Source: an optimization exercise on an open RTL-to-GDS flow (aim: a short achievable clock period and few clock cycles). Production flows keep margins and buffers that such runs may drop. RTL that was checked went through simulation tests only; none was proved equivalent to the original. Power and IR drop assume default switching activity.

## oak
Design fm_codec, start of the top module:
module fm_codec (
    input  wire        clk,
    input  wire        rst,
    input  wire        cmd_valid,
    output wire        cmd_ready,
    input  wire [15:0] cmd,
    output wire        rsp_valid,
    input  wire        rsp_ready,
    output wire [1:0]  rsp_type,
    output wire [7:0]  rsp_data
);
    localparam [1:0] RSP_BYTE  = 2'd0;
    localparam [1:0] RSP_END   = 2'd1;
    localparam [1:0] RSP_ERROR = 2'd2;
    localparam [3:0] E_ILLEGAL    = 4'd1;
    localparam [3:0] E_DEM_NOINIT = 4'd2;
    localparam [3:0] E_MOD_SEQ    = 4'd3;
    localparam [3:0] OP_DEM_RESET  = 4'h1;
    localparam [3:0] OP_DEM_FEED   = 4'h2;
    localparam [3:0] OP_DEM_FINISH = 4'h3;
    localparam [3:0] OP_MOD_BEGIN  = 4'h4;
    localparam [3:0] OP_MOD_WORD   = 4'h5;
    localparam [3:0] OP_MOD_END    = 4'h6;
    localparam [3:0] OP_REG_READ   = 4'hA;
    localparam [11:0] SIDE_LEN  = 12'd3125;
    localparam [8:0]  MIN_BLOCK = 9'd256;
    localparam [15:0] SYNC_PAT  = 16'hAAB6;
    reg        dem_init;      
    reg        dem_step2;     
    reg        dem_phase;     
    reg [15:0] dem_hist;      
    reg [2:0]  dem_bcnt;      
    reg [11:0] dem_olen;      
    reg        mod_open;      
    reg [8:0]  mod_cnt;       
    reg        err;           
    reg [3:0]  ecode;         
    wire [7:0] hist_even = {dem_hist[14], dem_hist[12], dem_hist[10], dem_hist[8],
                            dem_hist[6],  dem_hist[4],  dem_hist[2],  dem_hist[0]};
    wire [7:0] hist_odd  = {dem_hist[15], dem_hist[13], dem_hist[11], dem_hist[9],
                            dem_hist[7],  dem_hist[5],  dem_hist[3],  dem_hist[1]};
    wire [7:0] dem_dacc  = dem_phase ? hist_odd  : hist_even;
    wire [7:0] dem_sacc  = dem_phase ? hist_even : hist_odd;
    reg        cmd_rdy_q;
    reg        cq_v;
    reg [15:0] cq;
    wire [3:0] op    = cq[15:12];
    wire [2:0] rsv   = cq[11:9];
    wire       f_bit = cq[8];
    wire [7:0] d     = cq[7:0];
    reg legal;
    always @(*) begin
        case (op)
  ...
Size in the first run: about 32 I/O pins, about 13,000 sq um of cells after synthesis.
export LEC_CHECK = 0
export CAP_MARGIN = 20
export CORE_MARGIN = 2
export CORE_UTILIZATION = 40
export PLACE_DENSITY = 0.6
export SLEW_MARGIN = 20
create_clock -name core_clock -period 15.0 [get_ports {clk}]
standard.sh (not shown) runs the stock make flow with config.mk's settings and CLKGATE_MAP_FILE= SYNTH_SCRIPT=/design/flow/synth_recipe.tcl, a recipe that flattens the netlist after the stock synthesis.
==> flow/flow/run.sh <==
#!/bin/bash
set -euo pipefail
bash standard.sh finish SETUP_SLACK_MARGIN=12.5 > standard.log 2>&1
Inputs modified between oak and pine:
--- a/flow/design.v
+++ b/flow/design.v
@@ -244,26 +244,30 @@
     wire [DW-1:0] x_desc = {x_one, x_err, x_data, x_nb, x_pad, x_pb};
     reg        a_v;
     reg        a_last;      
     reg        a_err;
     reg [31:0] a_data;
     reg [2:0]  a_nb;
     reg [11:0] a_pad;
     reg        a_pb;
-    reg        r_v;
+    reg        r_v;         
     reg [1:0]  r_type;
     reg [7:0]  r_data;
+    reg        q_v;         
+    reg [1:0]  q_type;
+    reg [7:0]  q_data;
     assign cmd_ready = cmd_rdy_q;
     assign rsp_valid = r_v;
     assign rsp_type  = r_type;
     assign rsp_data  = r_data;
     wire adv    = !r_v || rsp_ready;            
+    wire prod   = !q_v;                         
     wire f_ne   = fth[0];
-    wire a_take = !a_v || (adv && a_last);      
+    wire a_take = !a_v || (prod && a_last);     
     wire pop    = a_take && f_ne;
     wire push   = cq_v;
     wire acc    = cmd_valid && cmd_rdy_q;
     reg [1:0] b_type;
     reg [7:0] b_data;
     always @(*) begin
         if (a_err) begin
             b_type = RSP_ERROR;
@@ -274,54 +278,57 @@
         end else if (a_pad != 12'd0) begin
             b_type = RSP_BYTE;
             b_data = a_pb ? 8'h55 : 8'h00;
         end else begin
             b_type = RSP_END;
             b_data = 8'h00;
         end
     end
+    wire b_v = a_v && prod;
     wire [2:0]  s_nb   = (a_nb != 3'd0) ? a_nb - 3'd1 : a_nb;
     wire [11:0] s_pad  = (a_nb == 3'd0) ? a_pad - 12'd1 : a_pad;
     wire        s_last = (a_nb == 3'd0) ? (a_pad == 12'd1)
                                         : (a_nb == 3'd1 && a_pad == 12'd0);
     wire [3:0] fth_up = {fth[2:0], 1'b1};
     wire [3:0] fth_dn = {1'b0, fth[3:1]};
-    wire [3:0] cth_up = {cth[2:0], 1'b1};
-    wire [3:0] cth_dn = {1'b0, cth[3:1]};
-    wire [3:0] cth_n  = (acc && !pop) ? cth_up : (!acc && pop) ? cth_dn : cth;
+    wire rdy_acc   = pop ? !cth[3] : !cth[2];
+    wire rdy_noacc = pop ? 1'b1    : !cth[3];
+    wire [3:0] cth_acc   = pop ? cth : {cth[2:0], 1'b1};
+    wire [3:0] cth_noacc = pop ? {1'b0, cth[3:1]} : cth;
     always @(posedge clk) begin
         cq <= cmd;
         if (push)
             fifo[wp] <= x_desc;
     end
     always @(posedge clk) begin
         if (rst) begin
             cmd_rdy_q <= 1'b1;
             cq_v      <= 1'b0;
             wp        <= 2'd0;
             rp        <= 2'd0;
             fth       <= 4'd0;
             cth       <= 4'd0;
             a_v       <= 1'b0;
             r_v       <= 1'b0;
+            q_v       <= 1'b0;
             dem_init  <= 1'b0;
             dem_step2 <= 1'b0;
             dem_phase <= 1'b0;
             dem_hist  <= 16'd0;
             dem_bcnt  <= 3'd0;
             dem_olen  <= 12'd0;
             mod_open  <= 1'b0;
             mod_cnt   <= 9'd0;
             err       <= 1'b0;
             ecode     <= 4'd0;
         end else begin
             cq_v      <= acc;
-            cth       <= cth_n;
-            cmd_rdy_q <= !cth_n[3];
+            cth       <= acc ? cth_acc : cth_noacc;
+            cmd_rdy_q <= acc ? rdy_acc : rdy_noacc;
             if (push && !pop)
                 fth <= fth_up;
             else if (!push && pop)
                 fth <= fth_dn;
             if (push) wp <= wp + 2'd1;
             if (pop)  rp <= rp + 2'd1;
             if (cq_v) begin
                 if (x_err) begin
@@ -358,23 +365,30 @@
                         end
                         default: ;
                     endcase
                 end
             end
             if (a_take) begin
                 a_v <= f_ne;
                 {a_last, a_err, a_data, a_nb, a_pad, a_pb} <= fifo[rp];
-            end else if (adv) begin
+            end else if (prod) begin
                 a_last <= s_last;
                 a_nb   <= s_nb;
                 a_pad  <= s_pad;
                 if (a_nb != 3'd0)
                     a_data <= {8'd0, a_data[31:8]};
             end
             if (adv) begin
-                r_v    <= a_v;
-                r_type <= b_type;
-                r_data <= b_data;
+                r_v    <= q_v ? 1'b1   : b_v;
+                r_type <= q_v ? q_type : b_type;
+                r_data <= q_v ? q_data : b_data;
+                q_v    <= 1'b0;
+            end else if (!q_v) begin
+                q_v    <= b_v;
+            end
+            if (!q_v) begin
+                q_type <= b_type;
+                q_data <= b_data;
             end
         end
     end
 endmodule
Findings:
Of pine and oak, it is pine that has the higher post-layout instance area.
The lower clock power share of pine and oak is in pine.
Against oak as the reference, pine delivers a higher number of tap cells inserted.
Worst-case setup margin in the final layout on pine is behind oak.
[compare] base=oak new=pine: part of the power in combinational logic increased 4.1 points, final cell count has increased.
Testbench counts of pine, summed over its fixed seeds: cycles 139,034.
The RTL of oak was laid out without a check of its function.

========
Another version of the RTL of fm_codec (not shown whole).
Size in the first run: ~1200 cells after synthesis, roughly 220 flip-flops, about 32 I/O pins.
==> flow/config.mk <==
export PLATFORM = sky130hd
export DESIGN_NAME = fm_codec
export DESIGN_NICKNAME = fm_codec
export VERILOG_FILES = /design/flow/design.v
export SDC_FILE = /design/flow/constraint.sdc
export NUM_CORES = 4
export LEC_CHECK = 0
export CAP_MARGIN = 20
export CORE_MARGIN = 2
export CORE_UTILIZATION = 40
export PLACE_DENSITY = 0.6
export SLEW_MARGIN = 20
==> flow/constraint.sdc <==
create_clock -name core_clock -period 15.0 [get_ports {clk}]
set_input_delay 3.0000 -clock core_clock [delete_from_list [all_inputs] [get_ports {clk}]]
set_output_delay 3.0000 -clock core_clock [all_outputs]
set_load 0.01 [all_outputs]
Scripts as last shown in full above: flow/flow/run.sh
Testbench counts at the start, summed over its fixed seeds: cycles 139,034.
Change:
--- a/flow/design.v
+++ b/flow/design.v
@@ -241,39 +241,38 @@
     reg [3:0]    cth;       
     wire [DW-1:0] x_desc = {x_one, x_err, x_data, x_nb, x_pb};
     reg        a_v;
     reg        a_last;      
     reg        a_err;
     reg [15:0] a_data;      
     reg [2:0]  a_nb;
     wire [11:0] a_pad = a_data[11:0];
     reg        a_pb;
     reg        r_v;         
-    reg        r_e;         
     reg [1:0]  r_type;
     reg [7:0]  r_data;
     reg [1:0]  h_type;      
     reg [7:0]  h_data;      
     reg        q_v;         
     reg [1:0]  q_type;
     reg [7:0]  q_data;
     assign cmd_ready = cmd_rdy_q;
     assign rsp_valid = r_v;
     assign rsp_type  = r_type;
     assign rsp_data  = r_data;
-    wire adv    = r_e || rsp_ready;            
+    wire adv    = !r_v || rsp_ready;            
     wire prod   = !q_v;                         
     wire f_ne   = fth[0];
     wire a_take = !a_v || (prod && a_last);     
     wire pop    = a_take && f_ne;
     wire push   = cq_v;
-    wire acc    = cmd_valid && !cth[3];         
+    wire acc    = cmd_valid && cmd_rdy_q;
     reg [1:0] b_type;
     reg [7:0] b_data;
     always @(*) begin
         if (a_err) begin
             b_type = RSP_ERROR;
             b_data = a_data[7:0];
         end else if (a_nb != 3'd0) begin
             b_type = RSP_BYTE;
             b_data = a_data[7:0];
         end else if (a_pad != 12'd0) begin
@@ -304,21 +303,20 @@
     always @(posedge clk) begin
         if (rst) begin
             cmd_rdy_q <= 1'b1;
             cq_v      <= 1'b0;
             wp        <= 2'd0;
             rp        <= 2'd0;
             fth       <= 4'd0;
             cth       <= 4'd0;
             a_v       <= 1'b0;
             r_v       <= 1'b0;
-            r_e       <= 1'b1;
             r_type    <= RSP_BYTE;
             r_data    <= 8'd0;
             q_v       <= 1'b0;
             dem_init  <= 1'b0;
             dem_step2 <= 1'b0;
             dem_phase <= 1'b0;
             dem_hist  <= 16'd0;
             dem_bcnt  <= 3'd0;
             dem_olen  <= 12'd0;
             mod_open  <= 1'b0;
@@ -375,21 +373,20 @@
             if (a_take) begin
                 a_v <= f_ne;
                 {a_last, a_err, a_data, a_nb, a_pb} <= fifo[rp];
             end else if (prod) begin
                 a_last <= s_last;
                 a_nb   <= s_nb;
                 a_data <= s_data;
             end
             if (adv) begin
                 r_v    <= q_v ? 1'b1   : b_v;
-                r_e    <= !(q_v || b_v);
                 q_v    <= 1'b0;
             end else if (!q_v) begin
                 q_v    <= b_v;
             end
             r_type <= n_type;
             r_data <= n_data;
             h_type <= n_type;
             h_data <= n_data;
             if (!q_v) begin
                 q_type <= b_type;
After rerunning: The new run completed with no timing, DRC or antenna violations. Area after synthesis came out lower slightly. Clock-buffer cell count came out lower by 2. Setup slack degrades by 47 ps. Hold slack improves by 8.1 ps. Maximum frequency came out lower slightly. Clock power came out higher by a few percent. Total power came out higher slightly.
No functional check of the RTL was part of the second run of this note.

==> re-timing with driven ports <==
The flow's constraints put no driver on any port. The routed layouts listed below were extracted and timed again, unchanged, in two steps. Step 1 (the two cells are an assumption about what drives the block):
set clk [get_ports {clk}]
set_driving_cell -lib_cell sky130_fd_sc_hd__clkbuf_16 $clk
set_driving_cell -lib_cell sky130_fd_sc_hd__buf_2 [delete_from_list [all_inputs] $clk]
Step 2 moves the port delays by t, midway between the first and last clock arrival at a register: inputs arrive t later, outputs are due t later. That takes back most of the time a late clock gives input paths. Three values: no drivers, after step 1, after step 2; two values: the first two.
run | t (ns) | setup slack, ns | worst setup path after step 2 | cell pins on the clock port's net
oak | 0.619 | 10.937 / 10.890 / 10.487 | input to register | 1
pine | 0.610 | 10.924 / 10.872 / 10.871 | input to register | 1
the first run of note 2 | 0.583 | 11.039 / 10.991 / 10.844 | input to register | 1
the second run of note 2 | 0.595 | 10.991 / 10.942 / 10.783 | input to register | 1
After both steps every run listed still meets setup and hold. The setup slack of oak, which loses most, moves by -0.047 ns with the drivers and by -0.450 ns with both steps.
